Source: an optimization exercise on an open RTL-to-GDS flow (aim: small area, a short achievable clock period and few clock cycles per item). Production flows keep margins and buffers that such runs may drop.
RTL that was checked went through simulation tests only; none was proved equivalent to the original.
Power figures rest on the tool's default switching activity, not on a simulated workload.

## frame_extractor
module frame_extractor (
    input  wire        clk,
    input  wire        rst,
    input  wire        start,
    input  wire [23:0] cfg_raw_len,
    input  wire [31:0] cfg_start_off,
    input  wire [15:0] cfg_payload_len,
    input  wire [31:0] cfg_expected_len,
    output wire        busy,
    input  wire        in_valid,
    output wire        in_ready,
    input  wire [31:0] in_data,
    output reg         out_valid,
    output reg  [31:0] out_data,
    output reg  [2:0]  out_count,
    output wire        done,
    output wire        res_ok,
    output wire [23:0] res_len
);
clock: 10.0 ns
lec_check: 0
cap_margin: 20
core_margin: 2
core_utilization: 40
place_density: 0.6
slew_margin: 20
standard.sh (not shown) runs the stock make flow with config.mk's settings and CLKGATE_MAP_FILE= SYNTH_SCRIPT=/design/flow/synth_recipe.tcl, a recipe that flattens the netlist after the stock synthesis.
==> flow/flow/run.sh <==
#!/bin/bash
# Standard ORFS flow (the standard.sh), with smaller port buffers, a
# leaner clock tree and timing repair aimed below the clock period. Each
# tool's full log stays under orfs/logs; make's own output goes to
# flow_make.log.
set -euo pipefail
bash standard.sh \
  "BUFFER_PORTS_ARGS=-buffer_cell sky130_fd_sc_hd__buf_1" \
  "CTS_ARGS=-sink_clustering_enable -repair_clock_nets -buf_list sky130_fd_sc_hd__clkbuf_8 -dont_use_dummy_load" \
  SETUP_SLACK_MARGIN=6.5 \
  finish > flow_make.log 2>&1
Testbench counts at the start, summed over its fixed seeds: cycles 21,210, bytes 81,204.
==> next run, changes <==
--- a/flow/design.v
+++ b/flow/design.v
@@ -36,14 +36,15 @@
     reg [23:0] r_q;           
     reg [1:0]  o_q;
     reg [2:0]  rc_q;          
     reg [2:0]  ccs_q;         
     reg        rle4_q;        
     reg        ha_q, hb_q, hc_q;
     reg [8:0]  seq_q;         
+    reg [8:0]  seq1_q;        
     reg        rle8_q;        
     reg        plen_lt16;     
     reg [23:0] out_len;       
     reg [23:0] dexp_q;        
     assign busy     = busy_o;
     assign in_ready = rdy_q;
     assign done     = done_q;
@@ -58,15 +59,15 @@
     wire cfg_ge4  = (cfg_raw_len[23:2] != 22'd0);
     wire cfg_gt4  = (cfg_raw_len[23:3] != 21'd0) || (cfg_raw_len[2] && cfg_raw_len[1:0] != 2'd0);
     wire [7:0] b0 = wbuf[7:0];
     wire [7:0] b1 = wbuf[15:8];
     wire [7:0] b2 = wbuf[23:16];
     wire [7:0] b3 = wbuf[31:24];
     wire [7:0] sq = seq_q[7:0];
-    wire [8:0] seq1 = seq_q + 9'd1;
+    wire [8:0] seq1 = seq1_q;
     wire e02_0 = (b0 == 8'h02), e02_1 = (b1 == 8'h02);
     wire e02_2 = (b2 == 8'h02), e02_3 = (b3 == 8'h02);
     wire eq0 = (b0 == sq), eq1 = (b1 == sq), eq2 = (b2 == sq), eq3 = (b3 == sq);
     wire en0 = (b0 == ~sq), en1 = (b1 == ~sq), en2 = (b2 == ~sq), en3 = (b3 == ~sq);
     wire e1q2 = (b2 == seq1[7:0]);
     wire e1q3 = (b3 == seq1[7:0]);
     wire e1n3 = (b3 == ~seq1[7:0]);
@@ -211,14 +212,15 @@
             ccs_q      <= 3'd0;
             skip_inf_q <= (cfg_start_off[31:24] != 8'd0);
             rle4_q     <= 1'b0;
             ha_q       <= 1'b0;
             hb_q       <= 1'b0;
             hc_q       <= 1'b0;
             seq_q      <= 9'd1;
+            seq1_q     <= 9'd2;
             out_len    <= 24'd0;
         end else begin
             if (accept) begin
                 rem_q  <= rem_q - 24'd4;
                 rge4_q <= rem_ge8;
                 rgt4_q <= rem_gt8;
             end
@@ -249,13 +251,16 @@
                     ccs_q  <= x_new;
                     rle4_q <= rle4_new;
                     rle8_q <= rle8_new;
                     ha_q   <= qle2 && e02_2;
                     hb_q   <= found ? e1q3 : eq3;
                     hc_q   <= qle3 && e02_3;
                     if (found)
-                        seq_q <= t2 ? {seq_q[8:1] + 8'd1, seq_q[0]} : seq1;
+                        begin
+                            seq_q  <= t2 ? seq1_q + 9'd1 : seq1_q;
+                            seq1_q <= t2 ? seq1_q + 9'd2 : seq1_q + 9'd1;
+                        end
                 end
             end
         end
     end
 endmodule
=> Hold slack degrades by 0.0046 ns. Total power went up by 3.4%. Worst setup slack degrades by 0.075 ns. Wire length went up by 11%. Clock power went up by 3.2%. Synthesized cell count went up by about 8%. Clock-buffer cell count went up by 1. Combinational power went up by about 6%. Global-route usage went up by 0.95 points. Core utilization went down by 0.84 points. Final area went up by 5.9%.
Function not checked in the second run of this note: the RTL went through the layout flow alone.

========
The RTL this note starts from:
==> flow/design.v <==
module frame_extractor (
    input  wire        clk,
    input  wire        rst,
    input  wire        start,
    input  wire [23:0] cfg_raw_len,
    input  wire [31:0] cfg_start_off,
    input  wire [15:0] cfg_payload_len,
    input  wire [31:0] cfg_expected_len,
    output wire        busy,
    input  wire        in_valid,
    output wire        in_ready,
    input  wire [31:0] in_data,
    output reg         out_valid,
    output reg  [31:0] out_data,
    output reg  [2:0]  out_count,
    output wire        done,
    output wire        res_ok,
    output wire [23:0] res_len
);
    reg        busy_q;
    reg        rdy_q;
    reg        done_q;
    reg        res_ok_q;
    reg [15:0] plen_q;
    reg        exp_hi_q;      
    reg        skip_inf_q;    
    reg [23:0] rem_q;         
    reg [31:0] wbuf;          
    reg        wv_q;          
    reg [2:0]  wn_q;          
    reg        cs_q;
    reg        copy_q;
    reg [23:0] r_q;
    reg        rle4_q;        
    reg        ha_q, hb_q, hc_q;
    reg [8:0]  seq_q;         
    reg [23:0] out_len;       
    reg [23:0] dexp_q;        
    assign busy     = busy_q;
    assign in_ready = rdy_q;
    assign done     = done_q;
    assign res_len  = out_len;
    assign res_ok   = res_ok_q;
    wire accept   = in_valid && rdy_q;
    wire rem_gt4  = (rem_q[23:3] != 21'd0) || (rem_q[2] && rem_q[1:0] != 2'd0);
    wire rem_ge4  = (rem_q[23:2] != 22'd0);
    wire rem_gt8  = (rem_q[23:4] != 20'd0) || (rem_q[3] && rem_q[2:0] != 3'd0);
    wire rem_ge8  = (rem_q[23:3] != 21'd0);
    wire more     = wv_q ? rem_gt8 : rem_gt4;     
    wire big      = wv_q ? rem_ge8 : rem_ge4;     
    wire rem_nz   = (rem_q != 24'd0);
    wire [7:0] b0 = wbuf[7:0];
    wire [7:0] b1 = wbuf[15:8];
    wire [7:0] b2 = wbuf[23:16];
    wire [7:0] b3 = wbuf[31:24];
    wire [7:0] sq = seq_q[7:0];
    wire [8:0] seq1 = seq_q + 9'd1;
    wire e02_0 = (b0 == 8'h02), e02_1 = (b1 == 8'h02);
    wire e02_2 = (b2 == 8'h02), e02_3 = (b3 == 8'h02);
    wire eq0 = (b0 == sq), eq1 = (b1 == sq), eq2 = (b2 == sq), eq3 = (b3 == sq);
    wire en0 = (b0 == ~sq), en1 = (b1 == ~sq), en2 = (b2 == ~sq), en3 = (b3 == ~sq);
    wire e1q2 = (b2 == seq1[7:0]);
    wire e1q3 = (b3 == seq1[7:0]);
    wire e1n3 = (b3 == ~seq1[7:0]);
    wire wn2 = (wn_q >= 3'd2), wn3 = (wn_q >= 3'd3), wn4 = wn_q[2];
    wire cs_all = cs_q && !rle4_q;                
    wire srch   = !cs_all && !seq_q[8];
    wire r0     = (r_q[2:0] == 3'd0);
    wire rle1   = (r_q[2:1] == 2'd0);
    wire rle2   = !r_q[2] && !(r_q[1] && r_q[0]);
    wire rle3   = !r_q[2];
    wire hit0 = srch && ha_q && hb_q && en0;
    wire hit1 = srch && hc_q && eq0 && en1 && wn2;
    wire hit2 = srch && e02_0 && eq1 && en2 && wn3 && (!cs_q || r0);
    wire hit3 = srch && e02_1 && eq2 && en3 && wn4 && (!cs_q || rle1);
    reg  plen0, plen_hz;                            
    wire f0 = hit0;
    wire f1 = hit1;
    wire f2 = hit2 && !hit0;
    wire f3 = hit3 && !hit0 && !hit1;
    wire found = hit0 || hit1 || hit2 || hit3;
    wire [2:0] pl = plen_q[2:0];
    wire t2 = f0 && plen0 && wn4 && !seq1[8] && e02_1 && e1q2 && e1n3;
    wire [2:0] rmin = (r_q[2:0] < wn_q) ? r_q[2:0] : wn_q;
    wire [2:0] cnt_cs = (cs_q && copy_q) ? (rle4_q ? rmin : wn_q) : 3'd0;
    wire [2:0] av0 = wn_q - 3'd1;                   
    wire [2:0] av1 = wn2 ? wn_q - 3'd2 : 3'd0;      
    wire [2:0] av2 = wn3 ? wn_q - 3'd3 : 3'd0;      
    wire [2:0] c0 = (plen_hz && pl < av0) ? pl : av0;
    wire [2:0] c1 = (plen_hz && pl < av1) ? pl : av1;
    wire [2:0] c2 = (plen_hz && pl < av2) ? pl : av2;
    wire sel_cs = !(f0 || f1 || f2);
    wire [2:0] cnt = sel_cs ? cnt_cs : (({3{f0}} & c0) | ({3{f1}} & c1) | ({3{f2}} & c2));
    wire [31:0] odata;
    assign odata[7:0]   = f0 ? b1 : f1 ? b2 : f2 ? b3 : b0;
    assign odata[15:8]  = f0 ? b2 : (f1 || f2) ? b3 : b1;
    assign odata[23:16] = (f0 || f1 || f2) ? b3 : b2;
    assign odata[31:24] = b3;
    wire [13:0] phi_m1 = plen_q[15:2] - 14'd1;
    wire [2:0]  lo0 = {1'b0, plen_q[1:0]} - 3'd3;
    wire [2:0]  lo1 = {1'b0, plen_q[1:0]} - 3'd2;
    wire [2:0]  lo2 = {1'b0, plen_q[1:0]} - 3'd1;
    wire [15:0] rn0 = {lo0[2] ? phi_m1 : plen_q[15:2], lo0[1:0]};
    wire [15:0] rn1 = {lo1[2] ? phi_m1 : plen_q[15:2], lo1[1:0]};
    wire [15:0] rn2 = {lo2[2] ? phi_m1 : plen_q[15:2], lo2[1:0]};
    wire [15:0] rnew = f0 ? rn0 : f1 ? rn1 : f2 ? rn2 : plen_q;
    wire pgt0 = !plen_hz || pl > 3'd3;
    wire pgt1 = !plen_hz || pl > 3'd2;
    wire pgt2 = !plen_hz || pl > 3'd1;
    wire pgt3 = !plen0;
    wire cont = (f0 && pgt0) || (f1 && pgt1) || (f2 && pgt2) || (f3 && pgt3);
    wire ple0 = plen_hz;
    wire ple1 = plen_hz && pl != 3'd7;
    wire ple2 = plen_hz && !(pl[2] && pl[1]);
    wire ple3 = plen_hz && (!pl[2] || pl[1:0] == 2'd0);
    wire rle4_new = (f0 && ple0) || (f1 && ple1) || (f2 && ple2) || (f3 && ple3);
    wire [23:0] r_m4 = {r_q[23:2] - 22'd1, r_q[1:0]};
    wire r_le8 = (r_q[23:4] == 20'd0) && (!r_q[3] || r_q[2:0] == 3'd0);
    wire r_le4 = (r_q[23:3] == 21'd0) && (!r_q[2] || r_q[1:0] == 2'd0);
    wire p1 = (pl == 3'd1) && plen_hz;
    wire p2 = (pl == 3'd2) && plen_hz;
    wire qle2 = found ? (plen0 ? ((f0 && !t2) || f1) : (f0 && p1))
                      : (!cs_q || rle2);
    wire qle3 = found ? (plen0 ? ((f0 && !t2) || f1 || f2) : (f0 && (p1 || p2)) || (f1 && p1))
                      : (!cs_q || rle3);
    wire [3:0]  olc = {1'b0, out_len[2:0]} + {1'b0, cnt_cs};
    wire [3:0]  ol0 = {1'b0, out_len[2:0]} + {1'b0, c0};
    wire [3:0]  ol1 = {1'b0, out_len[2:0]} + {1'b0, c1};
    wire [3:0]  ol2 = {1'b0, out_len[2:0]} + {1'b0, c2};
    wire [3:0]  ol_lo = sel_cs ? olc : (({4{f0}} & ol0) | ({4{f1}} & ol1) | ({4{f2}} & ol2));
    wire [20:0] ol_hi1 = out_len[23:3] + 21'd1;
    wire [23:0] ol_n   = {ol_lo[3] ? ol_hi1 : out_len[23:3], ol_lo[2:0]};
    wire [3:0]  dxc = {1'b0, dexp_q[2:0]} - {1'b0, cnt_cs};
    wire [3:0]  dx0 = {1'b0, dexp_q[2:0]} - {1'b0, c0};
    wire [3:0]  dx1 = {1'b0, dexp_q[2:0]} - {1'b0, c1};
    wire [3:0]  dx2 = {1'b0, dexp_q[2:0]} - {1'b0, c2};
    wire [3:0]  dx_lo = sel_cs ? dxc : (({4{f0}} & dx0) | ({4{f1}} & dx1) | ({4{f2}} & dx2));
    wire [20:0] dx_hi1 = dexp_q[23:3] - 21'd1;
    wire [23:0] dx_n   = {dx_lo[3] ? dx_hi1 : dexp_q[23:3], dx_lo[2:0]};
    wire dx_hz = (dexp_q[23:3] == 21'd0);
    wire okc = (dexp_q[2:0] == cnt_cs);
    wire ok0 = (dexp_q[2:0] == c0);
    wire ok1 = (dexp_q[2:0] == c1);
    wire ok2 = (dexp_q[2:0] == c2);
    wire ok_lo = sel_cs ? okc : ((f0 && ok0) || (f1 && ok1) || (f2 && ok2));
    always @(posedge clk) begin
        wbuf      <= in_data;
        wn_q      <= big ? 3'd4 : {1'b0, rem_q[1:0]};
        out_data  <= odata;
        out_count <= cnt;
        if (rst) begin
            busy_q    <= 1'b0;
            rdy_q     <= 1'b0;
            done_q    <= 1'b0;
            wv_q      <= 1'b0;
            out_valid <= 1'b0;
        end else begin
            busy_q    <= busy_q ? rdy_q : start;
            done_q    <= busy_q && !rdy_q;
            wv_q      <= accept;
            out_valid <= wv_q && (cnt != 3'd0);
            if (!busy_q)
                rdy_q <= start;
            else if (accept)
                rdy_q <= more;
            else if (!rem_nz)
                rdy_q <= 1'b0;
        end
        plen0   <= (plen_q == 16'd0);
        plen_hz <= (plen_q[15:3] == 13'd0);
        if (!busy_q) begin
            plen_q     <= cfg_payload_len;
            dexp_q     <= cfg_expected_len[23:0];
            exp_hi_q   <= (cfg_expected_len[31:24] != 8'd0);
            rem_q      <= cfg_raw_len;
            cs_q       <= 1'b1;
            copy_q     <= 1'b0;
            r_q        <= cfg_start_off[23:0];
            skip_inf_q <= (cfg_start_off[31:24] != 8'd0);
            rle4_q     <= 1'b0;
            ha_q       <= 1'b0;
            hb_q       <= 1'b0;
            hc_q       <= 1'b0;
            seq_q      <= 9'd1;
            out_len    <= 24'd0;
        end else begin
            if (wv_q)
                rem_q <= rem_q - 24'd4;
            if (!wv_q) begin
                rle4_q   <= r_le4 && !skip_inf_q;
                res_ok_q <= !exp_hi_q && dx_hz && (dexp_q[2:0] == 3'd0);
            end else begin
                res_ok_q <= !exp_hi_q && dx_hz && ok_lo;
                out_len  <= ol_n;
                dexp_q   <= dx_n;
                if (cs_all) begin
                    r_q    <= r_m4;
                    rle4_q <= r_le8 && !skip_inf_q;
                    ha_q   <= 1'b0;
                    hb_q   <= 1'b0;
                    hc_q   <= 1'b0;
                end else begin
                    cs_q   <= found && cont;
                    copy_q <= 1'b1;
                    r_q    <= {8'd0, rnew};
                    rle4_q <= rle4_new;
                    ha_q   <= qle2 && e02_2;
                    hb_q   <= found ? e1q3 : eq3;
                    hc_q   <= qle3 && e02_3;
                    if (found)
                        seq_q <= t2 ? {seq_q[8:1] + 8'd1, seq_q[0]} : seq1;
                end
            end
        end
    end
endmodule
Settings: LEC_CHECK=0, CAP_MARGIN=20, CORE_MARGIN=2, CORE_UTILIZATION=40, PLACE_DENSITY=0.6, SLEW_MARGIN=20; clock period 10.0 ns.
==> flow/flow/run.sh <==
#!/bin/bash
# Standard ORFS flow (the standard.sh), with smaller port buffers and a
# leaner clock tree. Each tool's full log stays under orfs/logs; make's own
# output goes to flow_make.log.
set -euo pipefail
bash standard.sh \
  "BUFFER_PORTS_ARGS=-buffer_cell sky130_fd_sc_hd__buf_1" \
  "CTS_ARGS=-sink_clustering_enable -repair_clock_nets -buf_list sky130_fd_sc_hd__clkbuf_8 -dont_use_dummy_load" \
  finish > flow_make.log 2>&1
The first run went through all stages and came out clean.
==> next run, changes <==
--- a/flow/design.v
+++ b/flow/design.v
@@ -72,14 +72,14 @@
     wire hit0 = srch && ha_q && hb_q && en0;
     wire hit1 = srch && hc_q && eq0 && en1 && wn2;
     wire hit2 = srch && e02_0 && eq1 && en2 && wn3 && (!cs_q || r0);
     wire hit3 = srch && e02_1 && eq2 && en3 && wn4 && (!cs_q || rle1);
+    wire f0 = hit0;
+    wire f1 = hit1 && !hit0;
+    wire f2 = hit2 && !hit0 && !hit1;
+    wire f3 = hit3 && !hit0 && !hit1 && !hit2;
+    wire found = hit0 || hit1 || hit2 || hit3;
     reg  plen0, plen_hz;                            
-    wire f0 = hit0;
-    wire f1 = hit1;
-    wire f2 = hit2 && !hit0;
-    wire f3 = hit3 && !hit0 && !hit1;
-    wire found = hit0 || hit1 || hit2 || hit3;
     wire [2:0] pl = plen_q[2:0];
     wire t2 = f0 && plen0 && wn4 && !seq1[8] && e02_1 && e1q2 && e1n3;
     wire [2:0] rmin = (r_q[2:0] < wn_q) ? r_q[2:0] : wn_q;
     wire [2:0] cnt_cs = (cs_q && copy_q) ? (rle4_q ? rmin : wn_q) : 3'd0;
@@ -88,23 +88,18 @@
     wire [2:0] av2 = wn3 ? wn_q - 3'd3 : 3'd0;      
     wire [2:0] c0 = (plen_hz && pl < av0) ? pl : av0;
     wire [2:0] c1 = (plen_hz && pl < av1) ? pl : av1;
     wire [2:0] c2 = (plen_hz && pl < av2) ? pl : av2;
-    wire sel_cs = !(f0 || f1 || f2);
-    wire [2:0] cnt = sel_cs ? cnt_cs : (({3{f0}} & c0) | ({3{f1}} & c1) | ({3{f2}} & c2));
+    wire [2:0] cnt = cnt_cs | ({3{f0}} & c0) | ({3{f1}} & c1) | ({3{f2}} & c2);
     wire [31:0] odata;
     assign odata[7:0]   = f0 ? b1 : f1 ? b2 : f2 ? b3 : b0;
     assign odata[15:8]  = f0 ? b2 : (f1 || f2) ? b3 : b1;
     assign odata[23:16] = (f0 || f1 || f2) ? b3 : b2;
     assign odata[31:24] = b3;
+    wire [1:0]  kk  = f0 ? 2'd0 : f1 ? 2'd1 : f2 ? 2'd2 : 2'd3;
+    wire [2:0]  lo3 = {1'b0, plen_q[1:0]} - {1'b0, ~kk};
     wire [13:0] phi_m1 = plen_q[15:2] - 14'd1;
-    wire [2:0]  lo0 = {1'b0, plen_q[1:0]} - 3'd3;
-    wire [2:0]  lo1 = {1'b0, plen_q[1:0]} - 3'd2;
-    wire [2:0]  lo2 = {1'b0, plen_q[1:0]} - 3'd1;
-    wire [15:0] rn0 = {lo0[2] ? phi_m1 : plen_q[15:2], lo0[1:0]};
-    wire [15:0] rn1 = {lo1[2] ? phi_m1 : plen_q[15:2], lo1[1:0]};
-    wire [15:0] rn2 = {lo2[2] ? phi_m1 : plen_q[15:2], lo2[1:0]};
-    wire [15:0] rnew = f0 ? rn0 : f1 ? rn1 : f2 ? rn2 : plen_q;
+    wire [15:0] rnew = {lo3[2] ? phi_m1 : plen_q[15:2], lo3[1:0]};
     wire pgt0 = !plen_hz || pl > 3'd3;
     wire pgt1 = !plen_hz || pl > 3'd2;
     wire pgt2 = !plen_hz || pl > 3'd1;
     wire pgt3 = !plen0;
@@ -122,28 +117,15 @@
     wire qle2 = found ? (plen0 ? ((f0 && !t2) || f1) : (f0 && p1))
                       : (!cs_q || rle2);
     wire qle3 = found ? (plen0 ? ((f0 && !t2) || f1 || f2) : (f0 && (p1 || p2)) || (f1 && p1))
                       : (!cs_q || rle3);
-    wire [3:0]  olc = {1'b0, out_len[2:0]} + {1'b0, cnt_cs};
-    wire [3:0]  ol0 = {1'b0, out_len[2:0]} + {1'b0, c0};
-    wire [3:0]  ol1 = {1'b0, out_len[2:0]} + {1'b0, c1};
-    wire [3:0]  ol2 = {1'b0, out_len[2:0]} + {1'b0, c2};
-    wire [3:0]  ol_lo = sel_cs ? olc : (({4{f0}} & ol0) | ({4{f1}} & ol1) | ({4{f2}} & ol2));
+    wire [3:0]  ol_lo  = {1'b0, out_len[2:0]} + {1'b0, cnt};
     wire [20:0] ol_hi1 = out_len[23:3] + 21'd1;
     wire [23:0] ol_n   = {ol_lo[3] ? ol_hi1 : out_len[23:3], ol_lo[2:0]};
-    wire [3:0]  dxc = {1'b0, dexp_q[2:0]} - {1'b0, cnt_cs};
-    wire [3:0]  dx0 = {1'b0, dexp_q[2:0]} - {1'b0, c0};
-    wire [3:0]  dx1 = {1'b0, dexp_q[2:0]} - {1'b0, c1};
-    wire [3:0]  dx2 = {1'b0, dexp_q[2:0]} - {1'b0, c2};
-    wire [3:0]  dx_lo = sel_cs ? dxc : (({4{f0}} & dx0) | ({4{f1}} & dx1) | ({4{f2}} & dx2));
+    wire [3:0]  dx_lo  = {1'b0, dexp_q[2:0]} - {1'b0, cnt};
     wire [20:0] dx_hi1 = dexp_q[23:3] - 21'd1;
     wire [23:0] dx_n   = {dx_lo[3] ? dx_hi1 : dexp_q[23:3], dx_lo[2:0]};
     wire dx_hz = (dexp_q[23:3] == 21'd0);
-    wire okc = (dexp_q[2:0] == cnt_cs);
-    wire ok0 = (dexp_q[2:0] == c0);
-    wire ok1 = (dexp_q[2:0] == c1);
-    wire ok2 = (dexp_q[2:0] == c2);
-    wire ok_lo = sel_cs ? okc : ((f0 && ok0) || (f1 && ok1) || (f2 && ok2));
     always @(posedge clk) begin
         wbuf      <= in_data;
         wn_q      <= big ? 3'd4 : {1'b0, rem_q[1:0]};
         out_data  <= odata;
@@ -189,9 +171,9 @@
             if (!wv_q) begin
                 rle4_q   <= r_le4 && !skip_inf_q;
                 res_ok_q <= !exp_hi_q && dx_hz && (dexp_q[2:0] == 3'd0);
             end else begin
-                res_ok_q <= !exp_hi_q && dx_hz && ok_lo;
+                res_ok_q <= !exp_hi_q && dx_hz && (dexp_q[2:0] == cnt);
                 out_len  <= ol_n;
                 dexp_q   <= dx_n;
                 if (cs_all) begin
                     r_q    <= r_m4;
First-iteration DRC count is lower by 23%.
Critical path depth is lower by 2.
Wire length is lower by 12%.
Worst setup slack is worse by 110 ps.
Cell area is lower by 7.2%.
Power is lower by 0.58%.
Hold slack is better by 41 ps.
Count of clock-buffer cells in the layout is higher by 1.
No run of this note included a check of the RTL's function; only the layout flow was run.

[port drivers added, routing unchanged]
How much do the figures lean on ideal ports? The routed layouts below were timed once more, with nothing changed but the port constraints.
Step 1: set_driving_cell puts a clkbuf_16 on clk and a buf_2 on each other input, an assumption about the parent block.
Step 2 moves the port delays by t, midway between the first and last clock arrival at a register: inputs arrive t later, outputs are due t later. That takes back most of the time a late clock gives input paths.
a / b / c = no drivers / after step 1 / after step 2; a / b = the first two.
run	shift t [ns]	setup slack, ns	pins driven straight from the clock port
the first run of note 1	0.585	6.677 / 6.676 / 6.549	1
the second run of note 1	0.591	6.602 / 6.602 / 6.602	1
the first run of note 2	0.560	5.146 / 5.146 / 5.146	1
the second run of note 2	0.551	5.034 / 5.034 / 5.034	1
After both steps every run listed still meets setup and hold. The setup slack of the first run of note 1, which loses most, moves by -0.001 ns with the drivers and by -0.128 ns with both steps.
